From an optimization exercise on the open Yosys and OpenROAD flow, aimed at small area, a short achievable clock period and few clock cycles; shortcuts taken in it are not production practice. Function was checked by simulation only, so behaviour that the tests miss may differ from the original. Power and IR drop assume default switching activity.

==> design.v <==
module tcpu_apply (
    input  wire        clk,
    input  wire        rst,           
    input  wire        start,         
    input  wire [31:0] plen,          
    input  wire [24:0] tlen,          
    output reg         busy,
    output reg         done,          
    output reg  [3:0]  result,
    output reg  [3:0]  sub,
    output reg  [31:0] errinfo,
    output reg  [1:0]  pst,
    output reg  [31:0] psc,
    output reg  [31:0] applied,
    output reg         src_re,
    output reg  [29:0] src_addr,      
    input  wire [31:0] src_rdata,     
    output reg         tgt_we,
    output reg  [22:0] tgt_addr,      
    output reg  [3:0]  tgt_be,
    output reg  [31:0] tgt_wdata
);
    localparam [3:0] R_OK        = 4'd0;
    localparam [3:0] R_CORRUPT   = 4'd4;
    localparam [3:0] R_WRITEFAIL = 4'd5;
    localparam [1:0] PST_READY  = 2'd0;
    localparam [1:0] PST_DONE   = 2'd1;
    localparam [1:0] PST_FAILED = 2'd2;
    localparam [39:0] PATCH_MAGIC = 40'h5041544348;  
    localparam [23:0] EOF_MARK    = 24'h454F46;      
    localparam [3:0] S_IDLE = 4'd0,
                     S_HDR  = 4'd1,
                     S_OFF  = 4'd2,
                     S_SIZE = 4'd3,
                     S_RUN  = 4'd4,
                     S_LIT  = 4'd5,
                     S_LITW = 4'd6,
                     S_RLEW = 4'd7;
    reg [3:0]  state;
    reg [2:0]  cnt;           
    reg        hdr_bad;
    reg [31:0] plen_r;
    reg [24:0] tlen_r;
    reg [23:0] off;
    reg [15:0] len;           
    reg [7:0]  fill;
    reg [24:0] waddr;
    reg [15:0] remaining;
    reg [31:0] rec_end;
    reg [31:0] buf_data;
    reg [29:0] buf_addr;
    reg        buf_valid;
    reg        fetch_pending;
    wire [31:0] avail   = plen_r - psc;
    wire        buf_hit = buf_valid && (buf_addr == psc[31:2]);
    wire [7:0]  cur_byte = buf_data[8*psc[1:0] +: 8];
    wire need_byte = (state == S_HDR) || (state == S_OFF) || (state == S_SIZE) ||
                     (state == S_RUN) || (state == S_LITW);
    wire byte_rdy  = buf_hit;
    wire [23:0] off_next  = {off[15:0], cur_byte};
    wire [15:0] len_next  = {len[7:0], cur_byte};
    wire [7:0]  magic_byte = PATCH_MAGIC[8*(4 - cnt) +: 8];
    always @(*) begin
        src_re    = need_byte && !buf_hit && !fetch_pending;
        src_addr  = psc[31:2];
        tgt_we    = 1'b0;
        tgt_addr  = waddr[24:2];
        tgt_be    = 4'b0001 << waddr[1:0];
        tgt_wdata = {4{fill}};
        if (state == S_LITW && waddr < tlen_r && byte_rdy) begin
            tgt_we    = 1'b1;
            tgt_wdata = {4{cur_byte}};
        end else if (state == S_RLEW && remaining != 16'd0 && waddr < tlen_r) begin
            tgt_we    = 1'b1;
        end
    end
    task finish;
        input [3:0]  r;
        input [3:0]  s;
        input [31:0] info;
        input [1:0]  p;
        begin
            result  <= r;
            sub     <= s;
            errinfo <= info;
            pst     <= p;
            busy    <= 1'b0;
            done    <= 1'b1;
            state   <= S_IDLE;
        end
    endtask
    always @(posedge clk) begin
        if (rst) begin
            state         <= S_IDLE;
            busy          <= 1'b0;
            done          <= 1'b0;
            result        <= R_OK;
            sub           <= 4'd0;
            errinfo       <= 32'd0;
            pst           <= PST_READY;
            psc           <= 32'd0;
            applied       <= 32'd0;
            buf_valid     <= 1'b0;
            fetch_pending <= 1'b0;
            cnt           <= 3'd0;
            hdr_bad       <= 1'b0;
        end else begin
            done <= 1'b0;
            if (src_re)
                fetch_pending <= 1'b1;
            if (fetch_pending) begin
                fetch_pending <= 1'b0;
                buf_data      <= src_rdata;
                buf_addr      <= psc[31:2];
                buf_valid     <= 1'b1;
            end
            case (state)
            S_IDLE: begin
                if (start) begin
                    busy          <= 1'b1;
                    plen_r        <= plen;
                    tlen_r        <= tlen;
                    psc           <= 32'd0;
                    pst           <= PST_READY;
                    applied       <= 32'd0;
                    buf_valid     <= 1'b0;
                    fetch_pending <= 1'b0;
                    cnt           <= 3'd0;
                    hdr_bad       <= 1'b0;
                    state         <= S_HDR;
                end
            end
            S_HDR: begin
                if (cnt == 3'd0 && avail < 32'd5) begin
                    finish(R_CORRUPT, 4'd1, psc, PST_FAILED);
                end else if (byte_rdy) begin
                    psc <= psc + 32'd1;
                    if (cnt == 3'd4) begin
                        cnt <= 3'd0;
                        if (hdr_bad || cur_byte != magic_byte)
                            finish(R_CORRUPT, 4'd2, psc + 32'd1, PST_FAILED);
                        else
                            state <= S_OFF;
                    end else begin
                        cnt <= cnt + 3'd1;
                        if (cur_byte != magic_byte)
                            hdr_bad <= 1'b1;
                    end
                end
            end
            S_OFF: begin
                if (cnt == 3'd0 && avail == 32'd0) begin
                    finish(R_OK, 4'd1, applied, PST_DONE);
                end else if (cnt == 3'd0 && avail < 32'd3) begin
                    finish(R_CORRUPT, 4'd3, psc, PST_FAILED);
                end else if (byte_rdy) begin
                    psc <= psc + 32'd1;
                    off <= off_next;
                    if (cnt == 3'd2) begin
                        cnt <= 3'd0;
                        if (off_next == EOF_MARK)
                            finish(R_OK, 4'd0, applied, PST_DONE);
                        else
                            state <= S_SIZE;
                    end else begin
                        cnt <= cnt + 3'd1;
                    end
                end
            end
            S_SIZE: begin
                if (cnt == 3'd0 && avail < 32'd2) begin
                    finish(R_CORRUPT, 4'd4, psc, PST_FAILED);
                end else if (byte_rdy) begin
                    psc <= psc + 32'd1;
                    len <= len_next;
                    if (cnt == 3'd1) begin
                        cnt <= 3'd0;
                        if (len_next == 16'd0)
                            state <= S_RUN;
                        else
                            state <= S_LIT;
                    end else begin
                        cnt <= cnt + 3'd1;
                    end
                end
            end
            S_RUN: begin
                if (cnt == 3'd0 && avail < 32'd3) begin
                    finish(R_CORRUPT, 4'd5, psc, PST_FAILED);
                end else if (byte_rdy) begin
                    psc <= psc + 32'd1;
                    if (cnt == 3'd2) begin
                        cnt       <= 3'd0;
                        fill      <= cur_byte;
                        waddr     <= {1'b0, off};
                        remaining <= len;
                        state     <= S_RLEW;
                    end else begin
                        len <= len_next;
                        cnt <= cnt + 3'd1;
                    end
                end
            end
            S_LIT: begin
                if (avail < {16'd0, len}) begin
                    finish(R_CORRUPT, 4'd6, psc, PST_FAILED);
                end else begin
                    rec_end   <= psc + {16'd0, len};
                    waddr     <= {1'b0, off};
                    remaining <= len;
                    state     <= S_LITW;
                end
            end
            S_LITW: begin
                if (waddr >= tlen_r) begin
                    psc <= rec_end;
                    finish(R_WRITEFAIL, 4'd0, {7'd0, waddr}, PST_READY);
                end else if (byte_rdy) begin
                    psc       <= psc + 32'd1;
                    waddr     <= waddr + 25'd1;
                    remaining <= remaining - 16'd1;
                    if (remaining == 16'd1) begin
                        applied <= applied + 32'd1;
                        state   <= S_OFF;
                    end
                end
            end
            S_RLEW: begin
                if (remaining == 16'd0) begin
                    applied <= applied + 32'd1;
                    state   <= S_OFF;
                end else if (waddr >= tlen_r) begin
                    finish(R_WRITEFAIL, 4'd0, {7'd0, waddr}, PST_READY);
                end else begin
                    waddr     <= waddr + 25'd1;
                    remaining <= remaining - 16'd1;
                end
            end
            default: state <= S_IDLE;
            endcase
        end
    end
endmodule
==> run.sh <==
#!/bin/bash
# synth_recipe.tcl (not shown) runs the flow's synth.tcl, then flattens the netlist and writes it again
# the make line also repeats each setting of config.mk as NAME=value (left out here)
make -C /OpenROAD-flow-scripts/flow DESIGN_CONFIG=/design/flow/config.mk WORK_HOME=/design/flow/orfs CLKGATE_MAP_FILE= SYNTH_SCRIPT=/design/flow/synth_recipe.tcl finish
==> config.mk <==
export PLATFORM = sky130hd
export DESIGN_NAME = tcpu_apply
export DESIGN_NICKNAME = tcpu_apply
export VERILOG_FILES = /design/flow/design.v
export SDC_FILE = /design/flow/constraint.sdc
export NUM_CORES = 4
export LEC_CHECK = 0
export CAP_MARGIN = 20
export CORE_MARGIN = 2
export CORE_UTILIZATION = 40
export SLEW_MARGIN = 20
==> constraint.sdc <==
create_clock -name core_clock -period 8.0 [get_ports {clk}]
set_input_delay 1.6000 -clock core_clock [delete_from_list [all_inputs] [get_ports {clk}]]
set_output_delay 1.6000 -clock core_clock [all_outputs]
set_load 0.01 [all_outputs]
==> results.txt <==
[layout make-up]
type,instances,area (um^2)
clock buffers,53,1150
clock inverters,23,249
fillers,4889,27700
inverters,119,447
multi-input cells,1540,10700
flip-flops and latches,354,9490
well taps,696,871
repair buffers,325,3150
[logic make-up (layout without fill, tap and decap cells)]
| family | count (synthesis) | count (layout) | synth area share, % |
|---|---|---|---|
| fa+ha+maj | 103 | 103 | 6.01 |
| xor+xnor | 173 | 173 | 7.02 |
| flops | 354 | 354 | 43.8 |
| compound gates | 574 | 574 | 18.2 |
| other cells | 1 | 3 | 0.0173 |
| buf+inv | 324 | 520 | 7.38 |
| simple gates | 665 | 665 | 16.0 |
| mux | 22 | 22 | 1.55 |
[routing by layer]
metal	vias up	track usage (%)	part of all wire (%)
met5	-	0	0
met4	0	10.4	3.8
met3	133	3.07	6.7
met2	790	40.0	46
met1	8967	35.2	44
li1	8442	-	-
[layout by cell type (no fill, tap or decap), types with 34 or more instances in the layout]
cell type,n
clkdlybuf4s50_1,286
edfxtp_1,240
nand2_1,184
a21oi_1,145
nor2_1,124
xnor2_1,120
inv_1,117
dfxtp_1,114
o21ai_0,103
ha_1,101
nand3_1,62
a22oi_1,53
xor2_1,52
and3_1,51
clkbuf_16,44
o31ai_1,40
nand4_1,38
buf_4,38
nand3b_1,35
nor3_1,34
[cells in the mapped netlist (19+ instances only)]
cell type	number	area, um^2
a211oi_1	27	203
a21o_1	23	173
a21oi_1	146	731
a22oi_1	53	398
and3_1	51	319
buf_2	22	110
buf_4	83	623
clkbuf_1	92	345
dfxtp_1	114	2280
edfxtp_1	240	7210
ha_1	101	1260
inv_1	117	439
nand2_1	185	694
nand3_1	62	310
nand3b_1	35	263
nand4_1	38	238
nor2_1	126	473
nor3_1	36	180
nor4_1	28	175
o211ai_1	21	158
o21ai_0	103	515
o31ai_1	40	300
or3_1	19	119
xnor2_1	120	1050
xor2_1	52	455
[power by group through the flow]
stage	sequential (mW)	combinational, mW	clock [mW]
final	2.30	1.93	1.97
after global routing	2.32	2.08	2.07
after CTS	2.30	1.91	2.01
after detailed placement	2.34	1.90	0
after global placement	2.34	1.86	0
after floorplan	2.30	1.29	0
[worst max-delay path by stage]
stage	start	to	cells after the start
floorplan	psc[1]	rec_end[0]	14
global placement	psc[1]	errinfo[30]	14
finish	psc[1]	errinfo[19]	14
detailed placement	psc[1]	errinfo[19]	14
CTS	psc[1]	errinfo[19]	14
global route	psc[1]	errinfo[15]	14
[through the flow]
stage | cell area [um^2] | worst slack [ns] | std cells
finish | 26000 | 1.44 | 3110
global route | 26000 | 0.890 | 3110
CTS | 26000 | 1.44 | 3110
detailed placement | 24600 | 1.44 | 3034
global placement | 24600 | 1.63 | 3034
floorplan | 21700 | 0.380 | 2218
[registers in the layout, summed over array words and instances (netlist names), 24 cells and up]
name      flops
applied      32
buf_data     32
errinfo      32
plen_r       32
psc          32
rec_end      32
buf_addr     30
tlen_r       25
waddr        25
off          24
[tightest hold or removal path: cells and delay by family (launching register included)]
| family | cells | cell delay [ns] |
|---|---|---|
| simple gates | 1 | 0.08 |
| compound gates | 1 | 0.04 |
| flops | 1 | 0.32 |
==> reports/summary.txt <==
status = finished clean
critical path arrival = 6.98 ns
row count = 85
critical path class = flip-flop to flip-flop
CTS tree = yes
Leakage = 8.94 nW
Starting Density = 40.4%
Setup TNS = 0 ns
Bufs on Longest Clock Path = 3
DRT antenna net count = 0
wire length per cell = 23.4 um
Starting DRT DRC Count = 1551
crit path cell chain = inv_1 > fa_1 > a211oi_2 > o21ai_1 > o211ai_1 > nand3_1 > a21boi_0 > xnor2_1 > or4_4 > nor2_4 > nand3_2 > a2111o_4 > nor2_8 > a311oi_2
HP Class = flip-flop to flip-flop
Area Overhead vs Synth = 20.1%
Post-synth EDFFs = 240
share of cells above drive strength 1 = 7.95%
register area share after synthesis = 43.8%
# Max-Cap Violations = 0
Comb pwr share = 31.1%
crit path capture type = flip-flop
maximum VDD drop = 0.188 mV
number of CTS-inserted buffers = 42
Clock Skews = 0.0210 ns
full die area = 56100 um^2
Reg2Reg Setup Slack = 1.44 ns
WHS = 0.486 ns
Max Clk Rate = 152 MHz
largest net degree at the start of global routing = 77
# hold bufs at CTS = 0
Rel. slew slack = 28.2%
Critical Path Max Stage Delay = 0.76 ns
Slew Limit Fails = 0
Synth Register Bits = 354
routability cong. = 0.902
RSZ-0062 raised after global routing = false
Worst-path clk slew = 0.06 ns
worst reg2reg path endpoint = errinfo[19]
worst-skew pair later-pin latency = 0.58 ns
vias in the first global route = 17400
clk root buf = clkbuf_16
GRT Total Usage = 25.3%
clock period minus final worst setup slack = 6.56 ns
Switching Share = 35.6%
Worst Hold Depth = 2
chip width = 237 um
Worst-Margin Slew = 1.07 ns
PD cells = 238 nW/um^2
sequential power share = 37.1%
core region area = 53700 um^2
Total Power = 6.20 mW
post-DP HPWL = 54300 um
Post-Synthesis Cells = 2216
final number of hold-violating endpoints = 0
post-layout util = 48.5%
final setup fails = 0
worst r2r path cells = 14
overall die height = 237 um
predominant post-synthesis flop cell = edfxtp_1
Sink Count = 354
min-delay src = hdr_bad
Layout Nets = 2577
Power Internal = 3.99 mW
CP Launch Type = flip-flop
Synth Cell Area = 21700 um^2
synth unique cells = 99
drt drc = 0
Setup Fix Bufs, Post-CTS = 0
PostCTS Resize Cnt = 0
count of yosys warnings during synthesis = 1
crit-path max FO = 36
hold endpoint = hdr_bad
total number of vias = 18300
Port-buffer cells = 287
antenna cells = 0
Total Routed Length = 72800 um
Worst Path Required = 8.42 ns
first-pass GRT wire length = 109000 um
critical path's slowest cell = dfxtp_1
Synth async-reset ratio = 0%
Clk pwr share = 31.8%
number of vias per cell = 5.89
IO Count = 291
worst r2r src = psc[1]
DR pass1 iterations = 8
H-tree levels = 2
Final Cycle Share = 82.0%
CP bufs+invs = 1
antenna violations before repair = 0
GR Overflow Total = 0
Sw Pwr = 2.21 mW
Top delay family on crit path = simple AND/OR/NAND/NOR gates
Avg Cell Area, Syn = 9.78 um^2
Testbench counts, summed over its fixed seeds: cycles 170,079.

## what the ideal ports hide
How much do the figures lean on ideal ports? The routed layout below was timed once more, with nothing changed but the port constraints.
Step 1: set_driving_cell puts a clkbuf_16 on clk and a buf_2 on each other input, an assumption about the parent block.
Step 2, shift: input delay + t, output delay - t, t = (earliest + latest rising clock arrival at the registers) / 2. This alone moves slack from input paths to output paths.
Three values: ideal ports, drivers, drivers and shift; two values: the first two.
t, ns: 0.634
setup WS [ns]: 1.439 / 1.439 / 1.439
pins driven straight from the clock port: 1
After both steps setup and hold are still met in this run. The setup slack of this run moves by 0.000 ns with the drivers and by 0.000 ns with both steps.
